This is an optimization exercise on Yosys and OpenROAD, whose aim is small area, a short achievable clock period and few clock cycles per item, not a production implementation. In this exercise RTL edits were held to simulation tests only and were not proved equivalent to the original. Power and IR drop assume default switching activity.

Setup of job 5154:
==> module bdgr_enc, before the edit <==
module bdgr_enc (
    input  wire        clk,
    input  wire        rst,
    input  wire        start,
    input  wire [15:0] width,
    input  wire [15:0] height,
    input  wire        pred_med,
    output wire        busy,
    input  wire        in_valid,
    input  wire [7:0]  in_pix,
    input  wire [7:0]  in_up,
    output wire        in_ready,
    output wire        out_valid,
    output wire [63:0] out_word,
    output wire        out_last,
    input  wire        out_ready
);
    localparam integer ACW    = 104;           
    localparam [6:0]   HOLD_T = ACW - 20;      
    reg        busy_r, in_ready_r, out_valid_r, out_last_r;
    reg        med_r;
    reg [15:0] w_r;
    reg [15:0] xc;            
    reg [15:0] yc;            
    reg        first_col, first_row;
    reg        pix_done;      
    reg        v0;            
    reg [7:0]  pix0, up0;
    reg        fc0, fr0;      
    reg [7:0]  pa;            
    reg [7:0]  pc;            
    reg        v1;            
    reg [7:0]  d1;
    reg [2:0]  k_r;           
    reg [6:0]  spos;          
    reg        v2;            
    reg [6:0]  pos2;          
    reg [7:0]  data2;         
    reg [ACW-1:0] acc;
    assign busy      = busy_r;
    assign in_ready  = in_ready_r;
    assign out_valid = out_valid_r;
    assign out_last  = out_last_r;
    assign out_word  = acc[63:0];
    wire accept = in_valid & in_ready_r;
    wire fire   = out_valid_r & out_ready;
    wire [7:0] na = fc0 ? 8'd0 : pa;
    wire [7:0] nb = fr0 ? 8'd0 : up0;
    wire [7:0] nc = (fc0 | fr0) ? 8'd0 : pc;
    wire [7:0] pmin = (fc0 & (med_r | fr0)) ? 8'd0 : pa;   
    wire c_ge   = (nc >= na);
    wire b_le_c = (nb <= nc);
    wire b_le_a = (nb <= na);
    wire use_ab = c_ge ~^ b_le_c;        
    wire use_b  = c_ge ~^ b_le_a;        
    wire [7:0] pc3 = na + nb - nc;
    reg [7:0] pred;
    always @(*) begin
        if (!med_r)
            pred = pmin;
        else if (!use_ab)
            pred = pc3;
        else
            pred = use_b ? nb : na;
    end
    wire [7:0] dnew = pix0 - pred;
    wire [7:0] r    = {d1[6:0], 1'b0} ^ {8{d1[7]}};
    wire [7:0] q    = r >> k_r;
    wire       esc  = (q >= 8'd11);
    wire [7:0] mask = ~(8'hff << k_r);
    wire [3:0] qoff = esc ? 4'd11 : q[3:0];
    wire [4:0] len  = esc ? 5'd20 : ({1'b0, q[3:0]} + 5'd1 + {2'd0, k_r});
    wire [7:0] data = esc ? r : (r & mask);
    reg [2:0] k_next;
    always @(*) begin
        if      (r <= 8'd1)   k_next = 3'd0;
        else if (r <= 8'd4)   k_next = 3'd1;
        else if (r <= 8'd8)   k_next = 3'd2;
        else if (r <= 8'd16)  k_next = 3'd3;
        else if (r <= 8'd32)  k_next = 3'd4;
        else if (r <= 8'd64)  k_next = 3'd5;
        else if (r <= 8'd128) k_next = 3'd6;
        else                  k_next = 3'd7;
    end
    wire hold = v1 & (spos > HOLD_T);
    wire adv1 = v1 & ~hold;
    wire [6:0] spos_add = spos + (adv1 ? {2'd0, len} : 7'd0);
    wire [6:0] spos_next = {spos_add[6] & ~fire, spos_add[5:0]};
    wire [6:0] pos_add   = spos + {3'd0, qoff};
    wire [6:0] pos_next  = {pos_add[6] & ~fire, pos_add[5:0]};
    wire [ACW-1:0] ins = {{(ACW-9){1'b0}}, data2 & {8{v2}}, v2} << pos2;
    wire [ACW-1:0] acc_or = acc | ins;
    wire [ACW-1:0] acc_next = fire ? {64'd0, acc_or[ACW-1:64]} : acc_or;
    wire last_col = (xc == 16'd1);
    wire last_row = (yc == 16'd1);
    wire busy_next     = busy_r & ~(fire & out_last_r);
    wire pix_done_next = pix_done | (accept & last_col & last_row);
    wire alldone_next  = pix_done & ~v0 & ~v1;
    wire [6:0] epos_next = {spos[6] & ~fire, spos[5:0]};
    wire load = ~busy_r & start;
    always @(posedge clk) begin
        if (rst) begin
            busy_r      <= 1'b0;
            in_ready_r  <= 1'b0;
            out_valid_r <= 1'b0;
            out_last_r  <= 1'b0;
        end else if (!busy_r) begin
            busy_r      <= start;
            in_ready_r  <= start;
            out_valid_r <= 1'b0;
        end else begin
            busy_r      <= busy_next;
            in_ready_r  <= busy_next & ~pix_done_next & (spos_next <= HOLD_T);
            out_valid_r <= busy_next & (epos_next[6] | (alldone_next & (epos_next != 7'd0)));
            out_last_r  <= alldone_next & (epos_next <= 7'd64);
        end
    end
    always @(posedge clk) begin
        if (load) begin
            med_r     <= pred_med;
            w_r       <= width;
            xc        <= width;
            yc        <= height;
            first_col <= 1'b1;
            first_row <= 1'b1;
            pix_done  <= 1'b0;
        end else if (accept) begin
            first_col <= last_col;
            pix_done  <= last_col & last_row;
            if (last_col) begin
                xc <= w_r;
                yc <= yc - 16'd1;
                first_row <= 1'b0;
            end else begin
                xc <= xc - 16'd1;
            end
        end
    end
    always @(posedge clk) begin
        v0 <= ~rst & (hold ? v0 : accept);
        if (!hold) begin
            pix0 <= in_pix;
            up0  <= in_up;
            fc0  <= first_col;
            fr0  <= first_row;
            if (v0) begin
                pa <= pix0;
                pc <= up0;
            end
        end
    end
    always @(posedge clk) begin
        v1 <= ~rst & (hold ? v1 : v0);
        if (!hold)
            d1 <= dnew;
        if (load)
            k_r <= 3'd7;
        else if (adv1)
            k_r <= k_next;
        v2    <= ~rst & adv1;
        pos2  <= pos_next;
        data2 <= data;
        spos  <= load ? 7'd32 : spos_next;
        acc   <= load ? {{(ACW-32){1'b0}}, height, width} : acc_next;
    end
endmodule
clock: 11.0 ns
lec_check: 0
cap_margin: 20
core_margin: 2
core_utilization: 40
slew_margin: 20
run.sh (not shown) runs the stock make flow with config.mk's settings and CLKGATE_MAP_FILE= SYNTH_SCRIPT=/design/flow/synth_recipe.tcl, a recipe that flattens the netlist after the stock synthesis.
Testbench counts of job 5154, summed over its fixed seeds: cycles 34,425, items 34,030.
Inputs modified between job 5154 and job 1022:
-- flow/design.v --
<<< job 5154, line 49
    wire [7:0] nc = (fc0 | fr0) ? 8'd0 : pc;
    wire [7:0] pmin = (fc0 & (med_r | fr0)) ? 8'd0 : pa;   
    wire c_ge   = (nc >= na);
    wire b_le_c = (nb <= nc);
    wire b_le_a = (nb <= na);
    wire use_ab = c_ge ~^ b_le_c;        
    wire use_b  = c_ge ~^ b_le_a;        
    wire [7:0] pc3 = na + nb - nc;
    reg [7:0] pred;
    always @(*) begin
        if (!med_r)
            pred = pmin;
        else if (!use_ab)
            pred = pc3;
        else
            pred = use_b ? nb : na;
    end
    wire [7:0] dnew = pix0 - pred;
    wire [7:0] r    = {d1[6:0], 1'b0} ^ {8{d1[7]}};
    wire [7:0] q    = r >> k_r;
>>> job 1022, line 49
    wire [7:0] nc = (fc0 | fr0) ? 8'd0 : pc;
    wire [7:0] pmin = (fc0 & (med_r | fr0)) ? 8'd0 : pa;   
    wire [7:0] delta = na - nc;
    wire [7:0] dA = pix0 - (med_r ? na : pmin);
    wire [7:0] dB = pix0 - nb;
    wire [7:0] dC = pix0 - nb - delta;                   
    wire c_ge = (nc >= na);
    wire b_le_c = (nb <= nc);
    wire b_le_a = (nb <= na);
    wire b_ge_c = (nb >= nc);
    wire b_ge_a = (nb >= na);
    reg [7:0] dnew;
    always @(*) begin
        if (!med_r)
            dnew = dA;
        else if (c_ge)
            dnew = b_le_c ? (b_le_a ? dB : dA) : dC;
        else
            dnew = b_ge_c ? (b_ge_a ? dB : dA) : dC;
    end
    wire [7:0] r    = {d1[6:0], 1'b0} ^ {8{d1[7]}};
    wire [7:0] q    = r >> k_r;
Notes after the runs:
Sort job 1022 and job 5154 by proportion of total power due to net switching, descending, and job 5154 comes first.
Against job 5154, total length of routed wires in job 1022 came out worse.
In the tables for job 1022 and job 5154, sequential share of layout area reads lower with job 1022.
Vias: job 1022 above job 5154
~same overall power after layout in job 1022 and job 5154
Relative to job 5154, job 1022 degrades design area.
Row core utilization: job 1022 higher / job 5154 lower
Compare job 1022 and job 5154 | overall die width higher: job 1022
Comparing job 1022 and job 5154, floorplan die area is higher on job 1022.
Testbench counts of job 1022, summed over its fixed seeds: cycles 34,425, items 34,030.

-- afterwards: timing with drivers on the ports --
How much do the figures lean on ideal ports? The routed layouts below were timed once more, with nothing changed but the port constraints. Step 1 (the two cells are an assumption about what drives the block):
set clk [get_ports {clk}]
set_driving_cell -lib_cell sky130_fd_sc_hd__clkbuf_16 $clk
set_driving_cell -lib_cell sky130_fd_sc_hd__buf_2 [delete_from_list [all_inputs] $clk]
Step 2 adds t to the input delays and takes it off the output delays; t is the mean of the earliest and latest rising clock arrival at the registers after step 1. Input paths then give back, and output paths get back, about the clock's delay inside the block. Slacks: no drivers / after step 1 / after step 2; pairs: no drivers / after step 1.
| run | shift t [ns] | slack for setup (ns) | worst setup path at the end | clock arrival spread, ns | pins driven straight from the clock port |
|---|---|---|---|---|---|
| job 5154 | 0.583 | 5.887 / 5.887 / 5.887 | register to register | 0.016 / 0.017 | 1 |
| job 1022 | 0.600 | 6.324 / 6.324 / 6.192 | input to register | 0.023 / 0.024 | 1 |
After both steps setup and hold are still met in every run listed. For job 1022, which loses most, drivers alone change the setup slack by 0.000 ns; drivers and shift together by -0.132 ns.
